This design comes from an exercise in tuning for small area, a short achievable clock period and few clock cycles per item on the open sky130 flow, not from production work. Function was checked by simulation only, so behaviour that the tests miss may differ from the original. Power figures rest on the tool's default switching activity, not on a simulated workload.

==> design/flow/design.v <==
module komm_ring (
    input  wire        clk,
    input  wire        rst,
    input  wire        start,
    input  wire [2:0]  op,
    input  wire [63:0] a,
    input  wire [63:0] b,
    output wire        busy,
    output wire        done,
    output wire        err,
    output wire [7:0]  ecode,
    output wire [63:0] r0,
    output wire [63:0] r1,
    output wire [63:0] r2
);
    localparam [2:0] OP_PADD    = 3'd0,
                     OP_PMUL    = 3'd1,
                     OP_PDIVMOD = 3'd2,
                     OP_PDEG    = 3'd3,
                     OP_PGCD    = 3'd4,
                     OP_PPOW    = 3'd5;
    localparam [2:0] S_IDLE  = 3'd0,
                     S_FIN   = 3'd1,
                     S_SETUP = 3'd2,
                     S_RUN   = 3'd3,
                     S_MUL   = 3'd4,
                     S_POW   = 3'd5,
                     S_DEG   = 3'd6;
    function [2:0] deg6;
        input [5:0] x;
        integer i;
        begin
            deg6 = 3'd0;
            for (i = 0; i < 6; i = i + 1)
                if (x[i]) deg6 = i[2:0];
        end
    endfunction
    function [63:0] spread;
        input [31:0] x;
        integer i;
        begin
            spread = 64'd0;
            for (i = 0; i < 32; i = i + 1)
                spread[2*i] = x[i];
        end
    endfunction
    reg [2:0]  st;
    reg        done_q, busy_q;
    reg [2:0]  opq;
    reg [1:0]  ec;
    reg [63:0] R0, P0, R1, P1, R2, P2;
    reg [64:0] M;         
    reg [5:0]  D;         
    reg        lost;      
    reg [5:0]  ex;        
    reg        bhi;       
    reg [2:0]  pi;        
    reg        pz;        
    reg        az, a1;    
    reg        bhq;       
    assign done  = done_q;
    assign busy  = busy_q;
    assign err   = (ec != 2'd0);
    assign ecode = {6'd0, ec};
    assign r0    = R0;
    assign r1    = R1;
    assign r2    = R2;
    wire [63:0] X    = R0 | P0;
    wire        P0z  = ~|P0;
    wire        P0l  = ~|P0[63:1];
    wire        P1l  = ~|P1[63:1];
    wire [63:0] xs0 = X;
    wire [63:0] xs1 = xs0 | (xs0 >> 1);
    wire [63:0] xs2 = xs1 | (xs1 >> 2);
    wire [63:0] xs3 = xs2 | (xs2 >> 4);
    wire [63:0] xs4 = xs3 | (xs3 >> 8);
    wire [63:0] xs5 = xs4 | (xs4 >> 16);
    wire [63:0] Xs  = xs5 | (xs5 >> 32);
    wire [63:0] Xtop = X & ~(Xs >> 1);
    reg [5:0] Kbin;
    integer k;
    always @(*) begin
        Kbin = 6'd0;
        for (k = 0; k < 64; k = k + 1)
            if (M[k+1]) Kbin = Kbin | k[5:0];
    end
    genvar g;
    wire        div  = (opq == OP_PDIVMOD);
    reg         hb, lb, nz4, tie;
    reg         hb2, lb2;    
    wire        c2  = hb2 ^ (hb & lb2);
    wire [63:0] T1    = M[64:1];
    wire        tr1 = |(R0 & T1);
    wire        tr2 = |(R0 & (T1 >> 1));
    wire        tr3 = |(R0 & (T1 >> 2));
    wire        tr4 = |(R0 & (T1 >> 3));
    wire        tp1 = |(P0 & T1);
    wire        tp2 = |(P0 & (T1 >> 1));
    wire        tp3 = |(P0 & (T1 >> 2));
    wire        tp4 = |(P0 & (T1 >> 3));
    wire        tp5 = |(P0 & (T1 >> 4));
    wire        tp6 = |(P0 & (T1 >> 5));
    wire        tp7 = |(P0 & (T1 >> 6));
    wire        e1 = tr1 ^ (hb & tp1);
    wire        e2 = tr2 ^ (hb & tp2);
    wire        e3 = tr3 ^ (hb & tp3);
    wire        e4 = tr4 ^ (hb & tp4);
    wire [63:0] rem0  = R0 ^ (hb ? P0 : 64'd0);
    wire [63:0] rem1  = R1 ^ (hb ? P1 : 64'd0);
    wire [63:0] rem2  = R2 ^ (hb ? P2 : 64'd0);
    wire        rem0z = ~|rem0[62:0];
    wire [7:0] nza, nzb, ta, tb;
    generate
        for (g = 0; g < 8; g = g + 1) begin : g_nz
            assign nza[g] = |a[8*g+7:8*g];
            assign nzb[g] = |b[8*g+7:8*g];
            assign ta[g]  = |nza[7:g];
            assign tb[g]  = |nzb[7:g];
        end
    endgenerate
    wire bh = |(tb & ~ta);
    wire idle_w = (st == S_IDLE) || (st == S_FIN);
    wire run_end   = tie && lb;
    wire run_q2    = !tie && lb && (D[5:1] != 5'd0);    
    wire run_q1    = !tie && lb && (D[5:1] == 5'd0);    
    wire run_norm  = hb && !lb;
    reg [2:0] stn;
    always @(*) begin
        stn = st;
        case (st)
        S_IDLE, S_FIN: begin
            if (!start)
                stn = S_IDLE;
            else case (op)
                OP_PADD:  stn = S_MUL;
                OP_PMUL,
                OP_PDIVMOD, OP_PDEG, OP_PGCD, OP_PPOW: stn = S_SETUP;
                default:  stn = S_FIN;
            endcase
        end
        S_SETUP: begin
            case (opq)
            OP_PMUL:    stn = S_MUL;
            OP_PDEG:    stn = S_DEG;
            OP_PDIVMOD: stn = P0z ? S_FIN : S_RUN;
            OP_PGCD:    stn = P0z ? S_FIN : S_RUN;    
            default: begin  
                if (az || (ex == 6'd0 && !bhi) || a1 || bhi ||
                    (ex[5:1] == 5'd0))
                    stn = S_FIN;
                else
                    stn = S_POW;
            end
            endcase
        end
        S_DEG:  stn = S_FIN;
        S_RUN:  if (run_end && (div || rem0z)) stn = S_FIN;
        S_MUL:  if (P1l) stn = S_FIN;
        S_POW:  if (P1l && (pi == 3'd0)) stn = S_FIN;
        default: stn = S_IDLE;
        endcase
    end
    always @(posedge clk) begin
        if (rst) begin
            st     <= S_IDLE;
            done_q <= 1'b0;
            busy_q <= 1'b0;
            ec     <= 2'd0;
        end else begin
            st     <= stn;
            done_q <= (stn == S_FIN);
            busy_q <= (stn != S_FIN) && (stn != S_IDLE);
            if (idle_w) begin
                opq <= op;
                ec  <= 2'd0;
                az  <= ~|a;
                bhq <= bh;
                a1  <= ~|a[63:1];
                case (op)
                OP_PADD: begin
                    R0   <= a;
                    P0   <= b;
                    P1   <= 64'd1;
                    lost <= 1'b0;
                end
                OP_PMUL: begin
                    R0   <= 64'd0;
                    P0   <= a;
                    P1   <= b;
                    lost <= 1'b0;
                end
                OP_PDIVMOD: begin
                    R0 <= a;
                    P0 <= b;
                    R1 <= 64'd0;
                    P1 <= 64'd1;
                end
                OP_PDEG: begin
                    R0 <= a;
                    P0 <= 64'd0;
                end
                OP_PGCD: begin
                    R0 <= b;
                    P0 <= a;
                    R1 <= 64'd0;
                    P1 <= 64'd1;
                    R2 <= 64'd1;
                    P2 <= 64'd0;
                end
                OP_PPOW: begin
                    R0  <= a;
                    P0  <= 64'd0;
                    P1  <= 64'd0;
                    R2  <= a;
                    ex  <= b[5:0];
                    bhi <= |b[63:6];
                end
                default: begin
                    ec <= 2'd1;
                end
                endcase
            end else begin
                case (st)
                S_SETUP: begin
                    M    <= {Xtop, 1'b0};
                    D    <= 6'd0;
                    hb   <= 1'b0;
                    lb   <= 1'b0;
                    hb2  <= 1'b0;
                    lb2  <= 1'b0;
                    tie  <= 1'b1;
                    lost <= 1'b0;
                    pi   <= deg6(ex);
                    pz   <= 1'b1;
                    if (opq == OP_PMUL && bhq) begin
                        P0 <= P1;
                        P1 <= P0;
                    end
                    case (opq)
                    OP_PDIVMOD: begin
                        if (P0z) ec <= 2'd2;
                    end
                    OP_PPOW: begin
                        if (az)
                            R0 <= {63'd0, (ex == 6'd0) && !bhi};    
                        else if ((ex == 6'd0) && !bhi)
                            R0 <= 64'd1;
                        else if (!a1 && bhi)
                            ec <= 2'd3;    
                    end
                    default: ;
                    endcase
                end
                S_DEG: begin
                    R0 <= az ? {64{1'b1}} : {58'd0, Kbin};
                end
                S_RUN: begin
                    if (run_end) begin
                        hb  <= 1'b1;
                        hb2 <= lb2;
                        lb  <= e1;
                        lb2 <= e2;
                        nz4 <= ~(e1 | e2 | e3 | e4);
                        tie <= 1'b0;
                        if (div) begin
                            R0 <= rem1;    
                            R1 <= rem0;    
                        end else begin
                            R0 <= P0;
                            R1 <= P1;
                            R2 <= P2;
                            P0 <= rem0 << 1;
                            P1 <= rem1 << 1;
                            P2 <= rem2 << 1;
                            D  <= 6'd1;
                        end
                    end else if (run_q2) begin
                        hb  <= tr2 ^ (hb & tp2) ^ (c2 & tp1);
                        hb2 <= tr3 ^ (hb & tp3) ^ (c2 & tp2);
                        lb  <= 1'b1;
                        lb2 <= lb2;
                        nz4 <= 1'b0;
                        tie <= (D == 6'd2);
                        R0 <= R0 ^ (hb ? P0 : 64'd0) ^ (c2 ? (P0 >> 1) : 64'd0);
                        R1 <= R1 ^ (hb ? P1 : 64'd0) ^ (c2 ? (P1 >> 1) : 64'd0);
                        R2 <= R2 ^ (hb ? P2 : 64'd0) ^ (c2 ? (P2 >> 1) : 64'd0);
                        P0 <= P0 >> 2;
                        P1 <= P1 >> 2;
                        P2 <= P2 >> 2;
                        M  <= M >> 2;
                        D  <= D - 6'd2;
                    end else if (run_q1) begin
                        hb  <= c2;
                        hb2 <= tr2 ^ (hb & tp2);
                        lb  <= 1'b1;
                        lb2 <= lb2;
                        nz4 <= 1'b0;
                        tie <= 1'b1;    
                        R0 <= rem0;
                        R1 <= rem1;
                        R2 <= rem2;
                        P0 <= P0 >> 1;
                        P1 <= P1 >> 1;
                        P2 <= P2 >> 1;
                        M  <= M >> 1;
                        D  <= 6'd0;
                    end else if (run_norm) begin
                        tie <= 1'b0;
                        if (nz4) begin
                            lb  <= tp4;
                            lb2 <= tp5;
                            nz4 <= ~(tp4 | tp5 | tp6 | tp7);
                            P0 <= P0 << 4;
                            P1 <= P1 << 4;
                            P2 <= P2 << 4;
                            D  <= D + 6'd4;
                        end else begin
                            lb  <= tp1;
                            lb2 <= tp2;
                            nz4 <= ~(tp1 | tp2 | tp3 | tp4);
                            P0 <= P0 << 1;
                            P1 <= P1 << 1;
                            P2 <= P2 << 1;
                            D  <= D + 6'd1;
                        end
                    end else begin
                        hb  <= tr1;
                        hb2 <= tr2;
                        lb  <= tp1;
                        lb2 <= tp2;
                        nz4 <= ~(tp1 | tp2 | tp3 | tp4);
                        M <= M >> 1;
                    end
                end
                S_MUL: begin
                    if (P1[0]) begin
                        R0 <= R0 ^ P0;
                        if (lost) ec <= 2'd3;
                    end
                    lost <= lost | P0[63];
                    P0 <= P0 << 1;
                    P1 <= P1 >> 1;
                end
                S_POW: begin
                    if (!pz) begin
                        pz <= P1l;
                        if (P1[0]) begin
                            R0 <= R0 ^ P0;
                            if (lost) ec <= 2'd3;
                        end
                        lost <= lost | P0[63];
                        P0 <= P0 << 1;
                        P1 <= P1 >> 1;
                    end else begin
                        if (R0[63:32] != 32'd0) ec <= 2'd3;
                        lost <= 1'b0;
                        P0 <= spread(R0[31:0]);
                        R0 <= 64'd0;
                        P1 <= ex[pi - 3'd1] ? R2 : 64'd1;
                        pz <= 1'b0;
                        pi <= pi - 3'd1;
                    end
                end
                default: ;
                endcase
            end
        end
    end
endmodule
==> design/flow/run.sh <==
#!/bin/bash
# synth_recipe.tcl (not shown) runs the flow's synth.tcl, then flattens the netlist and writes it again
# the make line also repeats each setting of config.mk as NAME=value (left out here)
make -C /OpenROAD-flow-scripts/flow DESIGN_CONFIG=/design/flow/config.mk WORK_HOME=/design/flow/orfs CLKGATE_MAP_FILE= SYNTH_SCRIPT=/design/flow/synth_recipe.tcl finish
==> design/flow/config.mk <==
export PLATFORM = sky130hd
export DESIGN_NAME = komm_ring
export DESIGN_NICKNAME = komm_ring
export VERILOG_FILES = /design/flow/design.v
export SDC_FILE = /design/flow/constraint.sdc
export NUM_CORES = 4
export LEC_CHECK = 0
export CAP_MARGIN = 20
export CORE_MARGIN = 2
export CORE_UTILIZATION = 40
export SLEW_MARGIN = 20
==> design/flow/constraint.sdc <==
create_clock -name core_clock -period 10.0 [get_ports {clk}]
set_input_delay 2.0000 -clock core_clock [delete_from_list [all_inputs] [get_ports {clk}]]
set_output_delay 2.0000 -clock core_clock [all_outputs]
set_load 0.01 [all_outputs]
==> summary.txt <==
CTS tree done; Ys Warns 1; largest net degree at the start of global routing around 170; Fmax between 150 and 200 MHz; share of power burned in registers 0.363; syn avg cell area 7.766 um2; sequential element share of the synthesized area 0.3065; crit-path max cell delay 910 ps; Clock transition at path regs 60 ps; per-cell routed wire length around 37 um; Post-Synthesis Cells between 6,000 and 7,000; share of post-route cells with drive strength above 1 0.06117; synth unique cells 86; CTS resizes 0; router iterations before antenna repair 10; TritonCTS Buffers 66; CTS Hold Bufs 0; 1st-iter DRT viols 10,900; filler cell count 11,630; cell family with most CP delay simple AND/OR/NAND/NOR gates; clk sink count 485; Initial Util 0.4021; Area Growth Syn to Fin 12.83%; initial antenna violation count 33; clock skew between 30 and 40 ps; CP bufs+invs 2; Worst IR Drop VDD ~100 uV; CP Max Fanout 132; critical path class reg2reg; asr flop ratio synth 0; routability cong. 1.086; Routed Antenna Nets 0; Area after DPL 0.05114 mm2; CTS H-tree depth 3; vias in the first global route about 50,000; die height 347.8 um; Worst Tran Pin Value about 1400 ps; post-DP HPWL 178.7 mm; nets 6,123; Mapped Area 0.04729 mm2; Post-CTS Setup Inserts 0; Worst Hold Class reg2reg; port bufs 330; drt via density 7.321; # setup viols final 0; Hold Fails Final Rpt 0; Total GRT Usage 0.4394; WP data required 10,540 ps; LEAKAGE roughly 18 nW; first-pass GRT wire length about 390 mm; Sw Share 0.4171; drt drc 0; outcome no timing/DRC/antenna violations; startpoint types register; #FFs+latches synth 485; I/O pin count ~340; Post-synth EDFFs around 480; RSZ-0062 raised after global routing no; gr ovfl total 0; Clock Power Share 0.296; minimum clock period 5321 ps; Comb pwr share 0.341; worst slew margin relative to its limit 0.07123; slowest stage cell, crit path nor4_1; max_cap viols 0; crit path cell chain buf_12 -> buf_4 -> nand2_1 -> xnor2_1 -> nand4_1 -> nor4_1 -> nand4_1 -> nor4_1 -> o31ai_1 -> a21o_1; Pint 4.839 mW; setup TNS 0 ps; Crit. End Element register; core area between 0.1 and 0.15 mm2; CTS root buf clkbuf_16; clock latency on the worst-skew pair 660 ps; CTS max path bufs 3; top_reg_cell synth edfxtp_1; via count around 55,000; num rows between 100 and 150; crit path DAT 5860 ps; period utilization 0.5321; die area ~0.12 mm2; Die Width 347.8 um; final instance area around 0.053 mm2; Psw 3.463 mW; Pwr Density 155.6 mW/mm2; Final Max Slew Viols 0; Total Routed Length approximately 280 mm
## cells in the final DEF (no fill, tap or decap), types with 22 or more instances in the layout
cell / instances
a21oi_1: 558
inv_1: 156
edfxtp_1: 478
clkdlybuf4s50_1: 330
a211oi_1: 140
a22o_1: 124
o22ai_1: 53
buf_4: 168
nand4_1: 84
a32oi_1: 25
xnor2_1: 209
o21ai_1: 35
a221oi_1: 276
nor3_1: 42
or4_1: 22
o21ai_0: 611
nand3_1: 53
ha_1: 73
nand2_1: 803
o221ai_1: 99
nor4_1: 90
clkbuf_16: 66
xor2_1: 206
diode_2: 30
a22oi_1: 134
nor2_1: 510
o211ai_1: 30
mux2i_1: 247
## power groups by stage
stage / Clock [mW] / Sequential (mW) / Combinational (mW)
2_1_floorplan: 0 / 2.68 / 1.72
3_3_place_gp: 0 / 3.00 / 2.61
3_5_place_dp: 0 / 3.00 / 2.63
4_1_cts: 2.43 / 2.96 / 2.64
5_1_grt: 2.50 / 3.00 / 2.92
6_report: 2.46 / 3.01 / 2.83
## registers in the layout, indices dropped and copies added (netlist names), 6 cells and up
name,cells
P1,64
D,6
R2,64
P2,64
ex,6
R0,64
P0,64
R1,64
M,64
## through the flow
step	power [mW]	cells	hold WS (ps)	setup slack, ps	utilization
floorplan	4.396	6094	532.1	810.5	-
global placement	5.612	7382	525.2	4451	0.4347
detailed placement	5.628	7382	522.5	4372	0.4348
CTS	8.033	7501	534.1	5031	0.4527
global route	8.425	7516	549.9	4794	0.4533
finish	8.302	7533	534.6	4679	0.4537
## cells by family (layout without fill, tap and decap cells)
kind of cell             Yosys count  count (layout)  synth area share
multiplexers                     262             262           0.05609
flip-flops                       485             485            0.3065
other                              1              36        0.00007930
buffers and inverters            921             794           0.08004
AND/OR/NAND/NOR                 1721            1721            0.1573
XOR/XNOR                         417             417           0.07739
AO/OA/AOI/OAI                   2209            2209            0.3033
adder cells (fa/ha/maj)           73              73           0.01932
## final cells by class
type,count,area [um2],share of cell area
Tap cell,1536,1922,0.03602
Antenna cell,30,75.07,0.001407
Sequential cell,485,14490,0.2717
Multi-Input combinational cell,4688,29300,0.5492
Timing Repair Buffer,512,4847,0.09085
Inverter,163,611.8,0.01147
Clock buffer,90,1772,0.03321
Clock inverter,29,327.8,0.006144
## final timing paths
path,startpoint,endpoint,slack (ps),cells after the start
worst min-delay path,ec[1],ec[1],530,2
worst max-delay path,hb,busy_q,4680,10
worst max register to register,hb,busy_q,4680,10
worst min register to register,ec[1],ec[1],530,2
## layer usage
metal	track usage	share of wire	vias up
li1	-	-	22290
met1	0.5501	0.35	26120
met2	0.5913	0.39	5380
met3	0.2144	0.18	1328
met4	0.2740	0.077	29
met5	0.06323	0.0031	-
## worst min-delay path: cells and delay by family (launching register included)
kind | cells | cell delay, ps
flops | 1 | 320
compound gates | 1 | 120
simple gates | 1 | 50
## Yosys cell counts, types with 11 or more instances
library cell | instances | area [um2]
edfxtp_1 | 478 | 14350
clkbuf_1 | 557 | 2091
nor4_1 | 94 | 588.1
o21ai_1 | 35 | 175.2
nand2b_1 | 17 | 106.4
o21ai_0 | 611 | 3058
nand3_1 | 54 | 270.3
ha_1 | 73 | 913.4
nand4_1 | 84 | 525.5
o22ai_1 | 53 | 331.6
buf_4 | 13 | 97.59
a222oi_1 | 19 | 190.2
buf_1 | 66 | 247.7
buf_6 | 17 | 191.4
a31oi_1 | 16 | 100.1
a32oi_1 | 25 | 219.0
nand2_1 | 810 | 3040
or4_1 | 22 | 165.2
a22oi_1 | 134 | 1006
inv_1 | 156 | 585.6
o211ai_1 | 30 | 225.2
o221ai_1 | 99 | 867.1
mux2_2 | 14 | 157.7
buf_2 | 101 | 505.5
xnor2_1 | 210 | 1839
o32ai_1 | 21 | 183.9
a211oi_1 | 141 | 1059
xor2_1 | 206 | 1804
a21oi_1 | 563 | 2818
mux2i_1 | 247 | 2472
nor3_1 | 44 | 220.2
a22o_1 | 124 | 1086
a221oi_1 | 276 | 2417
nor2_1 | 518 | 1944
o41ai_1 | 11 | 96.34
Testbench counts, summed over its fixed seeds: cycles 48,535, items 2,400.

==> what the ideal ports hide <==
The results above use ideal ports. As a check the final layout listed here was re-extracted and re-timed, cells and wires unchanged.
Step 1 assumes that a clkbuf_16 drives the clock port and a buf_2 every other input.
Step 2 also shifts input and output timing later by t, the mid clock arrival at the registers, as if the neighbouring blocks saw the same clock.
a / b / c = ideal / step 1 / step 2; a / b = the first two.
shift t [ns]: 0.720
setup WS [ns]: 4.679 / 4.679 / 4.277
worst register clock-pin slew, ns: 0.07 / 0.07
cell pins on the clock port's net: 1
After both steps setup and hold are still met in this run. The setup slack of this run moves by 0.000 ns with the drivers and by -0.402 ns with both steps.
